Background: an optimization exercise with open tools, aiming at small area, a short achievable clock period and few clock cycles. Do not read the settings as production practice. Function was checked by simulation only, so behaviour that the tests miss may differ from the original. Power and IR drop assume default switching activity.

## flow/run.sh

```bash
#!/bin/bash
# synth_recipe.tcl (not shown) runs the flow's synth.tcl, then flattens the netlist and writes it again
# the make line also repeats each setting of config.mk as NAME=value (left out here)
make -C /OpenROAD-flow-scripts/flow DESIGN_CONFIG=/design/flow/config.mk WORK_HOME=/design/flow/orfs CLKGATE_MAP_FILE= SYNTH_SCRIPT=/design/flow/synth_recipe.tcl finish
```

## flow/config.mk

```make
export PLATFORM = sky130hd
export DESIGN_NAME = gss_engine
export DESIGN_NICKNAME = gss_engine
export VERILOG_FILES = /design/flow/design.v
export SDC_FILE = /design/flow/constraint.sdc
export NUM_CORES = 4
export LEC_CHECK = 0
export CAP_MARGIN = 20
export CORE_MARGIN = 2
export CORE_UTILIZATION = 40
export PLACE_DENSITY = 0.6
export SLEW_MARGIN = 20
```

## flow/constraint.sdc

```tcl
create_clock -name core_clock -period 10.0 [get_ports {clk}]
set_input_delay 2.0000 -clock core_clock [delete_from_list [all_inputs] [get_ports {clk}]]
set_output_delay 2.0000 -clock core_clock [all_outputs]
set_load 0.01 [all_outputs]
```

## flow/design.v

```verilog
module gss_engine (
    input  wire        clk,
    input  wire        rst,           
    input  wire        start,         
    input  wire [15:0] in_len,        
    output reg         busy,
    output reg         done,
    output reg         err,
    output reg         passthru,
    output reg         rstop,
    output wire [2:0]  err_code,
    output reg  [3:0]  err_info,
    output wire [15:0] err_pos,
    output wire [15:0] res_len,
    output reg  [7:0]  hdr_enc,
    output reg  [7:0]  hdr_pack,
    output reg  [31:0] hdr_usize,
    output reg  [15:0] in_addr,
    input  wire [7:0]  in_rdata,
    output reg  [15:0] out_addr,
    output reg         out_we,
    output reg  [7:0]  out_wdata,
    input  wire [7:0]  out_rdata
);
    localparam [7:0] CH_D = 8'h44, CH_R = 8'h52, CH_H = 8'h48, CH_W = 8'h57;
    localparam [7:0] CH_B = 8'h42, CH_S = 8'h53;
    localparam [3:0] I_HEADER = 4'd1, I_R_OPERAND = 4'd2, I_OUT_OVERRUN = 4'd6,
                     I_ODD_TAIL = 4'd11, I_OUT_CAP = 4'd12, I_PACK_W = 4'd14,
                     I_NOT_BUILT = 4'd15;
    localparam [3:0]
        S_IDLE  = 4'd0,
        S_HDR   = 4'd1,
        S_CTL   = 4'd2,
        S_CNT   = 4'd3,
        S_VAL   = 4'd4,
        S_FILL  = 4'd5,    
        S_COPY  = 4'd6,
        S_RAW   = 4'd7,
        S_FLUSH = 4'd8,
        S_DRAIN = 4'd9,
        S_DONE  = 4'd10;
    reg [3:0]  state;
    reg [15:0] room;        
    reg [15:0] pk_rem;      
    reg [11:0] cnt;         
    reg [1:0]  xop;         
    reg        fz;          
    reg        mbad;        
    reg        resv;        
    reg [7:0]  xd, xa, xb, xc;
    reg        vd, va;
    reg        br;          
    reg        par;         
    assign err_pos  = pk_rem & {16{err}};
    assign res_len  = out_addr & {16{resv}};
    assign err_code = {err_info[3] & err_info[2] & err_info[1],
                       (err_info == 4'd1) | (err_info == 4'd2) | (err_info == 4'd6) | (err_info == 4'd11),
                       (err_info == 4'd6) | (err_info == 4'd11) | (err_info == 4'd12)};
    wire is_b = (hdr_enc == CH_B);
    wire is_w = (hdr_enc == CH_W);
    wire is_s = (hdr_enc == CH_S);
    wire ws   = is_w | is_s;
    wire [5:0]  c6      = in_rdata[5:0];
    wire [11:0] cnt12   = {cnt[11:8], in_rdata};
    wire        room_nz = (room != 16'd0);
    wire        pk_nz   = (pk_rem != 16'd0);
    wire        pk_one  = (pk_rem == 16'd1);
    wire        room_one = (room == 16'd1);
    wire        cnt_one = (cnt == 12'd1);
    wire        cnt_z   = (cnt == 12'd0);
    wire        c6_trunc  = ({10'd0, c6} >= pk_rem);
    wire        c6_over   = ({10'd0, c6} > room);
    wire        c12_trunc = ({4'd0, cnt12} >= pk_rem);
    wire        c12_over  = ({4'd0, cnt12} > room);
    wire        val_over  = ({4'd0, cnt} > room);
    wire [15:0] sub12_in = (state == S_HDR) ? out_addr : in_addr;
    wire [15:0] sub12    = sub12_in - 16'd12;
    wire        q_odd = out_addr[0] ^ out_we;      
    wire        bin   = is_w ? (q_odd & br) : (is_s & ~q_odd & (xb < xd));
    wire [7:0]  minu  = is_b ? xb : xc;
    wire [8:0]  diff  = {1'b0, minu} - {1'b0, xa} - {8'd0, bin};
    wire [7:0]  wval  = (is_b | ws) ? diff[7:0] : xa;
    wire        odd_err = ws & par & ~room_nz;
    reg         pv;         
    reg  [7:0]  px;         
    reg         pvalid;     
    always @(*) begin
        pv = 1'b0;
        px = 8'h00;
        pvalid = 1'b1;
        case (state)
            S_VAL:   begin pv = ~val_over & ~cnt_z; px = in_rdata; end
            S_FILL:  begin pv = 1'b1; px = fz ? 8'h00 : xd; end
            S_COPY:  begin pv = 1'b1; px = in_rdata; end
            S_RAW:   begin pv = room_nz; px = pk_nz ? in_rdata : 8'h00; end
            S_FLUSH: begin
                pv     = ~((cnt[1:0] == 2'd0) & odd_err);
                pvalid = (cnt[1:0] == 2'd0) & ws & par;
            end
            default: ;
        endcase
    end
    task automatic raise(input [3:0] info, input pos);
        begin
            err      <= 1'b1;
            err_info <= info;
            pk_rem   <= pos ? sub12 : 16'd0;
            done     <= 1'b1;
            busy     <= 1'b0;
            state    <= S_DONE;
        end
    endtask
    always @(posedge clk) begin
        if (rst) begin
            state     <= S_IDLE;
            busy      <= 1'b0;
            done      <= 1'b0;
            err       <= 1'b0;
            passthru  <= 1'b0;
            rstop     <= 1'b0;
            err_info  <= 4'd0;
            resv      <= 1'b0;
            hdr_enc   <= 8'd0;
            hdr_pack  <= 8'd0;
            hdr_usize <= 32'd0;
            out_we    <= 1'b0;
        end else begin
            out_we <= 1'b0;
            if (pv) begin
                xd  <= px;
                xa  <= xd;
                xb  <= xa;
                xc  <= xb;
                vd  <= pvalid;
                va  <= vd;
                par <= ~par;
                if (va) begin
                    out_we    <= 1'b1;
                    out_wdata <= wval;
                    br        <= diff[8];
                end
            end
            if (out_we) out_addr <= out_addr + 16'd1;
            case (state)
                S_IDLE, S_DONE: begin
                    if (start) begin
                        done      <= 1'b0;
                        busy      <= 1'b1;
                        err       <= 1'b0;
                        passthru  <= 1'b0;
                        rstop     <= 1'b0;
                        err_info  <= 4'd0;
                        resv      <= 1'b0;
                        hdr_enc   <= 8'd0;
                        hdr_pack  <= 8'd0;
                        hdr_usize <= 32'd0;
                        out_addr  <= in_len;
                        in_addr   <= 16'd0;
                        cnt       <= 12'hFFF;
                        mbad      <= 1'b0;
                        if (in_len < 16'd6) begin
                            passthru <= 1'b1;
                            resv     <= 1'b1;
                            done     <= 1'b1;
                            busy     <= 1'b0;
                            state    <= S_DONE;
                        end else begin
                            state    <= S_HDR;
                        end
                    end
                end
                S_HDR: begin
                    cnt[3:0] <= cnt[3:0] + 4'd1;
                    in_addr  <= (cnt[3:0] == 4'd8) ? 16'd12 : in_addr + 16'd1;
                    case (cnt[3:0])
                        4'd0: if (in_rdata != 8'h4C) mbad <= 1'b1;
                        4'd1: if (in_rdata != 8'h53) mbad <= 1'b1;
                        4'd2: if (in_rdata != 8'h44) mbad <= 1'b1;
                        default: ;
                    endcase
                    if (cnt[3:0] >= 4'd4 && cnt[3:0] <= 4'd9) begin
                        hdr_usize <= {in_rdata, hdr_usize[31:8]};
                        hdr_pack  <= hdr_usize[7:0];
                        hdr_enc   <= hdr_pack;
                    end
                    if (cnt[3:0] == 4'd3) begin
                        if (mbad || in_rdata != 8'h1A) begin
                            passthru <= 1'b1;
                            resv     <= 1'b1;
                            done     <= 1'b1;
                            busy     <= 1'b0;
                            state    <= S_DONE;
                        end else if (out_addr < 16'd12) begin
                            raise(I_HEADER, 1'b0);
                        end
                    end
                    if (cnt[3:0] == 4'd9) begin
                        room     <= hdr_usize[23:8];
                        pk_rem   <= sub12;
                        out_addr <= 16'd0;
                        xd <= 8'd0; xa <= 8'd0; xb <= 8'd0; xc <= 8'd0;
                        vd <= 1'b0; va <= 1'b0; br <= 1'b0; par <= 1'b0;
                        if (hdr_usize[31:24] != 8'd0 || in_rdata != 8'd0)
                            raise(I_OUT_CAP, 1'b0);
                        else begin
                            case (hdr_usize[7:0])
                                CH_R:       state <= S_CTL;
                                CH_W:       raise(I_PACK_W, 1'b0);
                                CH_D, CH_H: raise(I_NOT_BUILT, 1'b0);
                                default:    state <= S_RAW;
                            endcase
                        end
                    end
                end
                S_CTL: begin
                    if (!room_nz || !pk_nz) begin
                        cnt   <= 12'd0;
                        state <= S_FLUSH;
                    end else begin
                        pk_rem <= pk_rem - 16'd1;
                        casez (in_rdata)
                            8'b00??????: begin   
                                cnt <= {6'd0, c6};
                                fz  <= 1'b1;
                                if (c6 == 6'd0) begin
                                    in_addr <= in_addr + 16'd1;
                                end else begin
                                    state <= S_FILL;
                                end
                            end
                            8'b01??????: begin   
                                cnt <= {6'd0, c6};
                                if (c6_trunc)      raise(I_R_OPERAND, 1'b1);
                                else if (c6_over)  raise(I_OUT_OVERRUN, 1'b1);
                                else begin
                                    in_addr <= in_addr + 16'd1;
                                    if (c6 != 6'd0) state <= S_COPY;
                                end
                            end
                            8'b10??????: begin   
                                cnt <= {6'd0, c6};
                                fz  <= 1'b0;
                                if (pk_one) raise(I_R_OPERAND, 1'b1);
                                else begin
                                    in_addr <= in_addr + 16'd1;
                                    state   <= S_VAL;
                                end
                            end
                            8'b1111????: begin   
                                rstop    <= 1'b1;
                                resv     <= 1'b1;
                                out_addr <= 16'd0;
                                done     <= 1'b1;
                                busy     <= 1'b0;
                                state    <= S_DONE;
                            end
                            default: begin       
                                cnt[11:8] <= in_rdata[3:0];
                                xop       <= in_rdata[5:4];
                                if (pk_one) raise(I_R_OPERAND, 1'b1);
                                else begin
                                    in_addr <= in_addr + 16'd1;
                                    state   <= S_CNT;
                                end
                            end
                        endcase
                    end
                end
                S_CNT: begin
                    pk_rem <= pk_rem - 16'd1;
                    cnt    <= cnt12;
                    case (xop)
                        2'd0: begin   
                            fz <= 1'b1;
                            if (cnt12 == 12'd0) begin
                                in_addr <= in_addr + 16'd1;
                                state   <= S_CTL;
                            end else begin
                                state   <= S_FILL;
                            end
                        end
                        2'd1: begin   
                            if (c12_trunc)     raise(I_R_OPERAND, 1'b1);
                            else if (c12_over) raise(I_OUT_OVERRUN, 1'b1);
                            else begin
                                in_addr <= in_addr + 16'd1;
                                state   <= (cnt12 == 12'd0) ? S_CTL : S_COPY;
                            end
                        end
                        default: begin   
                            fz <= 1'b0;
                            if (pk_one) raise(I_R_OPERAND, 1'b1);
                            else begin
                                in_addr <= in_addr + 16'd1;
                                state   <= S_VAL;
                            end
                        end
                    endcase
                end
                S_VAL: begin
                    pk_rem <= pk_rem - 16'd1;
                    if (val_over) raise(I_OUT_OVERRUN, 1'b1);
                    else if (cnt_z || cnt_one) begin
                        if (!cnt_z) room <= room - 16'd1;
                        in_addr <= in_addr + 16'd1;
                        state   <= S_CTL;
                    end else begin
                        room  <= room - 16'd1;
                        cnt   <= cnt - 12'd1;
                        state <= S_FILL;
                    end
                end
                S_FILL: begin
                    room <= room - 16'd1;
                    cnt  <= cnt - 12'd1;
                    if (cnt_one || room_one) begin
                        in_addr <= in_addr + 16'd1;
                        state   <= S_CTL;
                    end
                end
                S_COPY: begin
                    room    <= room - 16'd1;
                    pk_rem  <= pk_rem - 16'd1;
                    cnt     <= cnt - 12'd1;
                    in_addr <= in_addr + 16'd1;
                    if (cnt_one) state <= S_CTL;
                end
                S_RAW: begin
                    if (!room_nz) begin
                        cnt   <= 12'd0;
                        state <= S_FLUSH;
                    end else begin
                        room    <= room - 16'd1;
                        if (pk_nz) pk_rem <= pk_rem - 16'd1;
                        in_addr <= in_addr + 16'd1;
                        if (room_one) begin
                            cnt   <= 12'd0;
                            state <= S_FLUSH;
                        end
                    end
                end
                S_FLUSH: begin
                    if (cnt[1:0] == 2'd0) begin
                        if (odd_err) begin
                            raise(I_ODD_TAIL, 1'b0);
                        end else begin
                            cnt[1:0] <= (ws && par) ? 2'd2 : 2'd1;
                        end
                    end else if (cnt[1:0] == 2'd2) begin
                        cnt[1:0] <= 2'd1;
                    end else begin
                        state <= S_DRAIN;
                    end
                end
                S_DRAIN: begin
                    resv  <= 1'b1;
                    done  <= 1'b1;
                    busy  <= 1'b0;
                    state <= S_DONE;
                end
                default: state <= S_IDLE;
            endcase
        end
    end
endmodule
```

==> results.sh <==
export IMPL_cp_startpoint="in_rdata[3]"
export IMPL_drt_first_iter_violations=1000
export IMPL_finalSetupViolCount=0
export IMPL_power_density_nw_per_um2=295
export IMPL_syn_num_nets=1771
export IMPL_synth_simple_area_share_pct=22.3
export IMPL_syn_avg_cell_area_sq_um=8.32
export IMPL_htreeDepth=4
export IMPL_ys_ff_latch=187
export IMPL_grt_usage_pct=26.5
export IMPL_clk_path_buf_depth=2
export IMPL_synthesis_area_sq_um=13900
export IMPL_critical_path_startpoint_type="primary input"
export IMPL_drv_cap=0
export IMPL_synth_ff_type="edfxtp_1"
export IMPL_first_pass_iters=7
export IMPL_antenna_found_initial=0
export IMPL_area_delta_synth_final_pct=18.6
export IMPL_layout_drive_gt1_share_pct=5.76
export IMPL_cts_sinks=187
export IMPL_synth_fa_ha_area_share_pct=6.24
export IMPL_grt_start_max_net_pins=69
export IMPL_routabilityCongestion=0.954
export IMPL_hold_viol=0
export IMPL_start_util_pct=40.4
export IMPL_std_cell_rows=68
export IMPL_vias_per_cell=5.99
export IMPL_drc=0
export IMPL_synth_compound_area_share_pct=21.2
export IMPL_grt_pass1_wl_microns=74800
export IMPL_cts_made_buffers=17
export IMPL_skew_ns=0.00754
export IMPL_slew_violations=0
export IMPL_clk_latency_ns=0.45
export IMPL_tns_ns=0
export IMPL_yosys_area_top_type_share_pct=26.8
export IMPL_synth_area_leaders="edfxtp_1 27%, dfxtp_1 9.1%, a21oi_1 6.0%"
export IMPL_ctsHoldBuffers=0
export IMPL_io_buffers=159
export IMPL_period_minus_slack_ns=5.64
export IMPL_synth_area_mux_share_pct=4.40
export IMPL_die_h_microns=190
export IMPL_worst_slew_margin_rel_pct=17.0
export IMPL_core_area_sq_um=34400
export IMPL_fmax_mhz=177
export IMPL_status="complete, no violations"
export IMPL_routed_wl_microns=48200
export IMPL_critPathArrivalTime_ns=5.89
export IMPL_min_from="hdr_enc[3]$_SDFFE_PP0P_"
export IMPL_synth_xor_area_share_pct=5.11
export IMPL_avgRoutedWirePerCell_microns=21.5
export IMPL_io_pins=168
export IMPL_tritoncts="done"
export IMPL_grt_overflow=0
export IMPL_postRouteAntennaNets=0
export IMPL_via_count=13400
export IMPL_chipWidth_microns=190
export IMPL_yosysMostFrequentCell="nand2_1"
export IMPL_netlist_instances=1668
export IMPL_postCtsSetupBuffers=0
export IMPL_ys_async_sr_fraction_pct=0
export IMPL_clkSlewWorstSetupHoldPaths_ns=0.07
export IMPL_synthTopCellsByCount="179 x nand2_1, 169 x nor2_1, 165 x a21oi_1"
export IMPL_crit_type="primary input to flip-flop"
export IMPL_dp_hpwl_microns=35100
export IMPL_synth_edf_count=124
export IMPL_dieArea_sq_um=36200
export IMPL_yosysWarnings=1
export IMPL_hold_path_class="flip-flop to flip-flop"
export IMPL_yosysSeqAreaShare_pct=35.9
export IMPL_rsz0062_at_grt="no"
export IMPL_worst_pin_slew_ns=1.23
export IMPL_end_kind="flip-flop"
export IMPL_crit_required_ns=10.25
export IMPL_cts_resized=0
export IMPL_finalCritPeriodShare_pct=56.4
export IMPL_diodes=0
export IMPL_r2r_start="state[2]$_SDFFE_PP0P_"
export IMPL_crit_path_max_fanout=13
export IMPL_final_setup_worst_slack_ns=4.36
export IMPL_p_leak_nw=5.90
export IMPL_grt_pass1_vias=13000
export IMPL_yosysUniqueCellTypes=96
export IMPL_ir_drop_mv=0.142
export IMPL_synth_top_family_by_area="simple AND/OR/NAND/NOR gates"
export IMPL_clockRootBuffer="clkbuf_16"
export IMPL_yosysTopAreaCell="edfxtp_1"
export IMPL_preCtsSetupSlack_ns=3.99
export IMPL_fin_nets=1878
-- through the flow --
stage          instance area (sq um)  instances  total power (W)  util, %  hold slack [ns]
2_1_floorplan                  13900       1668          0.00322        -            0.484
3_3_place_gp                   15900       2211          0.00412     46.2            0.457
3_5_place_dp                   15900       2211          0.00417     46.2            0.460
4_1_cts                        16500       2243          0.00485     47.9            0.473
5_1_grt                        16500       2243          0.00521     47.9            0.497
6_report                       16500       2243          0.00486     47.9            0.474
-- final cells by class --
| type | instances | area, sq um |
|---|---|---|
| well taps | 455 | 569 |
| fillers | 3369 | 17900 |
| flip-flops and latches | 187 | 4980 |
| clock inverters | 10 | 82.6 |
| clock buffers | 22 | 484 |
| multi-input cells | 1310 | 8280 |
| inverters | 75 | 282 |
| repair buffers | 184 | 1770 |
-- flip-flops by register name (all words and copies together), names as in the netlist, 12 cells and up --
name	count
cnt	12
room	16
in_addr	16
out_addr	16
hdr_usize	32
pk_rem	16
-- where the power goes --
part	total, W	switching, W	internal (W)
Clock	0.000671	0.000322	0.000350
Combinational	0.00266	0.00161	0.00104
Sequential	0.00153	0.000349	0.00118
-- worst paths after layout --
path / to / slack (ns) / depth (start not counted)
worst min register to register: hdr_enc[3]$_SDFFE_PP0P_ / 0.47 / 2
worst max register to register: pk_rem[10]$_DFFE_PP_ / 5.31 / 16
worst max-delay path: pk_rem[10]$_DFFE_PP_ / 4.36 / 11
worst min-delay path: hdr_enc[3]$_SDFFE_PP0P_ / 0.47 / 2
-- layer usage --
layer / wire, microns / vias to the layer above / global-route usage, % / part of all wire, %
met2: 22900 / 526 / 44.2 / 48
met1: 20500 / 6473 / 34.4 / 43
met5: 0 / - / 0 / 0
li1: - / 6350 / - / -
met3: 3080 / 94 / 4.36 / 6.4
met4: 1600 / 0 / 10.6 / 3.3
-- kinds of logic after synthesis --
kind of cell / Yosys count
buffers and inverters: 171
flip-flops: 187
adder cells (fa/ha/maj): 68
XOR/XNOR: 81
multiplexers: 60
AND/OR/NAND/NOR: 645
AO/OA/AOI/OAI: 456
-- critical path: stages --
cell and delay (ns):
clkdlybuf4s50_1 0.76, ha_1 0.50, nand4_1 0.19, a21oi_1 0.22, nor4_1 0.09, o41ai_2 0.69
nor2_1 0.08, buf_4 0.24, o21ai_2 0.53, mux2_2 0.40, o21ai_0 0.18
-- layout by cell type, fill, tap and decap left out, types with 5 or more instances in the layout --
master | Yosys | layout
buf_4 | 2 | 25
dfxtp_1 | 63 | 63
a22o_1 | 14 | 14
o31ai_1 | 5 | 5
o221ai_1 | 6 | 6
xnor2_1 | 49 | 49
nor4_1 | 23 | 21
o2111ai_1 | 5 | 5
o22ai_1 | 15 | 15
nor2b_1 | 15 | 15
or3_1 | 7 | 7
o21ai_0 | 105 | 105
nand2b_1 | 16 | 16
and2_1 | 24 | 24
nand2_1 | 179 | 179
mux2i_1 | 52 | 52
and3_1 | 20 | 20
xor2_1 | 32 | 32
a311oi_1 | 9 | 8
a21oi_1 | 165 | 165
a21o_1 | 8 | 8
o211ai_1 | 23 | 23
a221o_1 | 5 | 5
a22oi_1 | 5 | 5
edfxtp_1 | 124 | 124
a31oi_1 | 8 | 8
nor3_1 | 43 | 41
inv_1 | 73 | 71
nand3_1 | 92 | 92
or4_1 | 9 | 9
ha_1 | 66 | 66
nand4_1 | 18 | 18
a211oi_1 | 11 | 11
mux2_2 | 8 | 8
clkbuf_16 | 0 | 17
clkdlybuf4s50_1 | 0 | 158
a221oi_1 | 15 | 14
nor2_1 | 169 | 168
Testbench counts, summed over its fixed seeds: cycles 133,864.

-- separate check: timing with driven ports --
The results above use ideal ports. As a check the final layout listed here was re-extracted and re-timed, cells and wires unchanged.
Step 1 assumes that a clkbuf_16 drives the clock port and a buf_2 every other input.
Step 2 also shifts input and output timing later by t, the mid clock arrival at the registers, as if the neighbouring blocks saw the same clock.
Slacks: ideal ports / drivers / drivers and shift; pairs: ideal ports / drivers.
t (ns): 0.497
setup slack, ns: 4.362 / 4.388 / 3.891
clock arrival spread, ns: 0.008 / 0.008
slew at the worst register clock pin (ns): 0.07 / 0.07
worst slew at a driven data input, ns: 0.05
After both steps setup and hold are still met in this run. For this run, drivers alone change the setup slack by +0.026 ns; drivers and shift together by -0.471 ns.
